Background: an optimization exercise with open tools, aiming at small area and a short achievable clock period. Do not read the settings as production practice.
Only simulation tests tie the RTL to the original design; equivalence was not proved.
Power and IR drop assume default switching activity.

// circus_core
module circus_core (
    input  wire        clk,
    input  wire        rst,           
    input  wire        tick,          
    input  wire        rx_valid,      
    input  wire [7:0]  rx_data,
    input  wire [1:0]  rx_err,
    input  wire        tx_ready,      
    input  wire        h_valid,       
    input  wire [39:0] h_cmd,
    output reg         tx_valid,      
    output reg  [7:0]  tx_data,
    output reg         act_valid,     
    output wire [7:0]  act_addr,
    output reg         alarm_valid,   
    output reg  [2:0]  alarm_id,
    output reg         milli_strobe,  
    output reg         h_rvalid,      
    output reg         h_ok,
    output reg  [15:0] h_rdata
);
Size: ~2400 cells after synthesis, ~330 flip-flops, about 97 I/O pins, about 20000 µm² of cells after synthesis.
clock: 11.0 ns
lec_check: 0
cap_margin: 20
core_margin: 2
core_utilization: 40
cts_buf_list: sky130_fd_sc_hd__clkbuf_16
cts_cluster_diameter: 80
cts_cluster_size: 20
slew_margin: 20
standard.sh (not shown) runs the stock make flow with config.mk's settings and CLKGATE_MAP_FILE= SYNTH_SCRIPT=/design/flow/synth_recipe.tcl, a recipe that flattens the netlist after the stock synthesis.
==> flow/flow/run.sh <==
#!/bin/bash
# The standard layout (standard.sh: standard synthesis, floorplan,
# placement, CTS, routing) with these flow settings changed:
#  - timing repair up to CTS is asked to leave 7 ns of setup slack at the
#    11 ns clock, so that it sizes and buffers the design for a shorter
#    achieved period; the repair after global routing asks for 6.8 ns;
#  - the buffers ABC put into the synthesized netlist are removed at
#    floorplan (repair_design/repair_timing then buffer where needed);
#  - every input and output port still gets its own buffer, but buf_1 is
#    used for it (repair upsizes it where timing needs).
# CTS buffer list and clustering come from config.mk (the standard flow's config.mk).
# Each make run's output goes to its own log here; each ORFS step keeps its
# own log under orfs/logs/.
set -euo pipefail
export REMOVE_ABC_BUFFERS=1
export BUFFER_PORTS_ARGS="-buffer_cell sky130_fd_sc_hd__buf_1"
SETUP_SLACK_MARGIN=7 bash standard.sh cts > standard_to_cts.log 2>&1
SETUP_SLACK_MARGIN=6.8 bash standard.sh > standard_finish.log 2>&1
The baseline completed with no timing, DRC or antenna violations.
Edit:
==> flow/flow/run.sh (replaced) <==
#!/bin/bash
# The standard layout (standard.sh: standard synthesis, floorplan,
# placement, CTS, routing), with ORFS's timing repair asked to leave 7 ns of
# setup slack at the 11 ns clock, so that it sizes and buffers the design for
# a shorter achieved period. The make output goes to standard.log here; each
# ORFS step keeps its own log under orfs/logs/.
set -euo pipefail
export SETUP_SLACK_MARGIN=7
bash standard.sh > standard.log 2>&1
--- a/flow/config.mk
+++ b/flow/config.mk
@@ -9,6 +9,3 @@
 export CORE_MARGIN = 2
 export CORE_UTILIZATION = 40
-export CTS_BUF_LIST = sky130_fd_sc_hd__clkbuf_16
-export CTS_CLUSTER_DIAMETER = 80
-export CTS_CLUSTER_SIZE = 20
 export SLEW_MARGIN = 20
After rerunning:
- cell count climbs by a few percent
- clock power climbs by a quarter to a third
- cell area climbs by roughly a tenth
- flip-flop and latch count is unchanged
- setup slack gets worse by 0.068 ns
- total power climbs by roughly a tenth
- sequential share of layout area drops by 3.3 points
- critical path depth drops by 1
- hold slack gets worse by 0.015 ns
- global-route usage climbs by 2.0 points
Edit:
==> flow/flow/run.sh (replaced) <==
#!/bin/bash
# The standard layout (standard.sh: standard synthesis, floorplan,
# placement, CTS, routing) with three flow settings changed:
#  - timing repair is asked to leave 7 ns of setup slack at the 11 ns clock,
#    so that it sizes and buffers the design for a shorter achieved period;
#  - the buffers ABC put into the synthesized netlist are removed at
#    floorplan (repair_design/repair_timing then buffer where needed);
#  - every input and output port still gets its own buffer, but buf_1 is
#    used for it (repair upsizes it where timing needs).
# The make output goes to standard.log here; each ORFS step keeps its own log
# under orfs/logs/.
set -euo pipefail
export SETUP_SLACK_MARGIN=7
export REMOVE_ABC_BUFFERS=1
export BUFFER_PORTS_ARGS="-buffer_cell sky130_fd_sc_hd__buf_1"
bash standard.sh > standard.log 2>&1
Total power shrinks by a few percent.
Flip-flop and latch count does not change.
Synthesized area does not change.

---

circus_core, a different RTL version from the one above (not shown whole).
Size: roughly 330 flip-flops, about 97 I/O pins.
// circus_core
module circus_core (
    input  wire        clk,
    input  wire        rst,           
    input  wire        tick,          
    input  wire        rx_valid,      
    input  wire [7:0]  rx_data,
    input  wire [1:0]  rx_err,
    input  wire        tx_ready,      
    input  wire        h_valid,       
    input  wire [39:0] h_cmd,
    output reg         tx_valid,      
    output reg  [7:0]  tx_data,
    output reg         act_valid,     
    output wire [7:0]  act_addr,
    output reg         alarm_valid,   
    output reg  [2:0]  alarm_id,
    output reg         milli_strobe,  
    output reg         h_rvalid,      
    output reg         h_ok,
    output reg  [15:0] h_rdata
);
Settings: LEC_CHECK=0, CAP_MARGIN=20, CORE_MARGIN=2, CORE_UTILIZATION=40, CTS_BUF_LIST=sky130_fd_sc_hd__clkbuf_16, CTS_CLUSTER_DIAMETER=80, CTS_CLUSTER_SIZE=20, SLEW_MARGIN=20; clock period 11.0 ns.
==> flow/flow/run.sh <==
#!/bin/bash
# The standard layout (standard.sh: standard synthesis, floorplan,
# placement, CTS, routing) with these flow settings changed:
#  - timing repair up to CTS is asked to leave 7 ns of setup slack at the
#    11 ns clock, so that it sizes and buffers the design for a shorter
#    achieved period; the repair after global routing asks for 6.8 ns;
#  - the buffers ABC put into the synthesized netlist are removed at
#    floorplan (repair_design/repair_timing then buffer where needed);
#  - every input and output port still gets its own buffer, but buf_1 is
#    used for it (repair upsizes it where timing needs).
# CTS buffer list and clustering come from config.mk (the standard flow's config.mk).
# Each make run's output goes to its own log here; each ORFS step keeps its
# own log under orfs/logs/.
set -euo pipefail
export REMOVE_ABC_BUFFERS=1
export BUFFER_PORTS_ARGS="-buffer_cell sky130_fd_sc_hd__buf_1"
SETUP_SLACK_MARGIN=7 bash standard.sh cts > standard_to_cts.log 2>&1
SETUP_SLACK_MARGIN=6.8 bash standard.sh > standard_finish.log 2>&1
The starting point completed without violations.
Next try:
--- a/flow/flow/run.sh
+++ b/flow/flow/run.sh
@@ -3,6 +3,6 @@
 # placement, CTS, routing) with these flow settings changed:
 #  - timing repair up to CTS is asked to leave 7 ns of setup slack at the
-#    11 ns clock, so that it sizes and buffers the design for a shorter
-#    achieved period; the repair after global routing asks for 6.8 ns;
+#    11 ns clock, so that it sizes the design for a shorter achieved period;
+#    the repair after global routing asks for 6.8 ns;
 #  - the buffers ABC put into the synthesized netlist are removed at
 #    floorplan (repair_design/repair_timing then buffer where needed);
@@ -15,4 +15,5 @@
 export REMOVE_ABC_BUFFERS=1
 export BUFFER_PORTS_ARGS="-buffer_cell sky130_fd_sc_hd__buf_1"
+export SETUP_MOVE_SEQUENCE="unbuffer,sizeup,swap"
 SETUP_SLACK_MARGIN=7 bash standard.sh cts > standard_to_cts.log 2>&1
 SETUP_SLACK_MARGIN=6.8 bash standard.sh > standard_finish.log 2>&1
After rerunning: Setup slack degrades by 11 ps; critical path depth does not change; die area stays the same; clock power is about the same; final area hardly moves; flip-flop and latch count stays the same.

---

## indigo
circus_core, a different RTL version from the one above (not shown whole).
Size: roughly 330 flip-flops, roughly 97 I/O pins, roughly 0.018 mm^2 of cells after synthesis.
Design circus_core, start of the top module:
module circus_core (
    input  wire        clk,
    input  wire        rst,           
    input  wire        tick,          
    input  wire        rx_valid,      
    input  wire [7:0]  rx_data,
    input  wire [1:0]  rx_err,
    input  wire        tx_ready,      
    input  wire        h_valid,       
    input  wire [39:0] h_cmd,
    output reg         tx_valid,      
    output reg  [7:0]  tx_data,
    output reg         act_valid,     
    output wire [7:0]  act_addr,
    output reg         alarm_valid,   
    output reg  [2:0]  alarm_id,
    output reg         milli_strobe,  
    output reg         h_rvalid,      
    output reg         h_ok,
    output reg  [15:0] h_rdata
);
    reg [127:0] rf;         
    reg [63:0]  atn;        
    reg [3:0]   stf;
    reg [15:0]  tic;
    reg [15:0]  milli;
    reg [7:0]   micro;
    reg [2:0]   dow;
    reg [2:0]   dead;       
    reg [31:0]  frame;      
    reg [2:0]   rxidx;      
    reg [2:0]   txidx;      
    reg [1:0]   rxerr;
    reg         tx_en;
    function [15:0] rd8(input [127:0] v, input [2:0] a);
        integer n;
        begin
            rd8 = 16'd0;
            for (n = 0; n < 8; n = n + 1)
                rd8 = rd8 | (v[16*n +: 16] & {16{a == n[2:0]}});
        end
    endfunction
  ...
Settings: LEC_CHECK=0, CAP_MARGIN=20, CORE_MARGIN=2, CORE_UTILIZATION=40, CTS_BUF_LIST=sky130_fd_sc_hd__clkbuf_16, CTS_CLUSTER_DIAMETER=80, CTS_CLUSTER_SIZE=20, GPL_ROUTABILITY_DRIVEN=0, SLEW_MARGIN=20; clock period 11.0 ns.
==> flow/flow/run.sh <==
#!/bin/bash
# The standard layout (standard.sh: standard synthesis, floorplan,
# placement, CTS, routing) with these flow settings changed:
#  - timing repair up to CTS is asked to leave 7 ns of setup slack at the
#    11 ns clock, so that it sizes and buffers the design for a shorter
#    achieved period; the repair after global routing asks for 6.8 ns;
#  - the buffers ABC put into the synthesized netlist are removed at
#    floorplan (repair_design/repair_timing then buffer where needed);
#  - every input and output port still gets its own buffer, but buf_1 is
#    used for it (repair upsizes it where timing needs).
# CTS buffer list and clustering come from config.mk (the standard flow's config.mk).
# Each make run's output goes to its own log here; each ORFS step keeps its
# own log under orfs/logs/.
set -euo pipefail
export REMOVE_ABC_BUFFERS=1
export BUFFER_PORTS_ARGS="-buffer_cell sky130_fd_sc_hd__buf_1"
SETUP_SLACK_MARGIN=7 bash standard.sh cts > standard_to_cts.log 2>&1
SETUP_SLACK_MARGIN=6.8 bash standard.sh > standard_finish.log 2>&1
### indigo -> willow
--- a/flow/config.mk
+++ b/flow/config.mk
@@ -13,3 +13,2 @@
 export CTS_CLUSTER_SIZE = 20
-export GPL_ROUTABILITY_DRIVEN = 0
 export SLEW_MARGIN = 20
==> notes.md <==
- Of indigo and willow, willow shows the higher met1 track utilization from global routing, with indigo below it.
- Re tap cell count: no difference whatsoever between indigo and willow.
- The setup slack in willow was higher than what indigo gave.
- On maximum clock frequency, willow does better than indigo.
- Any difference in clock network power share between willow and indigo is small enough to ignore.
- Going from indigo to willow, proportion of cell area occupied by multi-input gates essentially unchanged; post-layout total power stayed essentially flat.

-- afterwards: timing with drivers on the ports --
How much do the figures lean on ideal ports? The routed layouts below were timed once more, with nothing changed but the port constraints.
Step 1 sets driving cells, clkbuf_16 on the clock port and buf_2 on the other inputs (assumed; they add their load-dependent delay and slew).
Step 2 times the ports against the registers' clock, not the clock port: input delays grow and output delays shrink by t, the midpoint of the rising clock arrivals with the driver on.
Three values: no drivers, after step 1, after step 2; two values: the first two.
| run | shift t [ns] | setup slack, ns | worst setup path at the end | slew at the worst register clock pin (ns) | worst slew at a driven data input, ns |
|---|---|---|---|---|---|
| the first run of note 1 | 0.644 | 6.877 / 6.832 / 6.188 | input to register | 0.09 / 0.09 | 0.13 |
| the second run of note 1 | 0.635 | 6.809 / 6.809 / 6.216 | input to register | 0.07 / 0.07 | 0.05 |
| the third run of note 1 | 0.619 | 6.866 / 6.837 / 6.219 | input to register | 0.07 / 0.07 | 0.17 |
| the first run of note 2 | 0.621 | 6.853 / 6.891 / 6.270 | input to register | 0.09 / 0.09 | 0.09 |
| the second run of note 2 | 0.622 | 6.842 / 6.879 / 6.257 | input to register | 0.09 / 0.09 | 0.09 |
| indigo | 0.621 | 6.880 / 6.902 / 6.283 | input to register | 0.09 / 0.09 | 0.06 |
| willow | 0.610 | 6.907 / 6.907 / 6.304 | input to register | 0.09 / 0.09 | 0.06 |
After both steps every run listed still meets setup and hold. For the first run of note 1, which loses most, drivers alone change the setup slack by -0.045 ns; drivers and shift together by -0.689 ns.
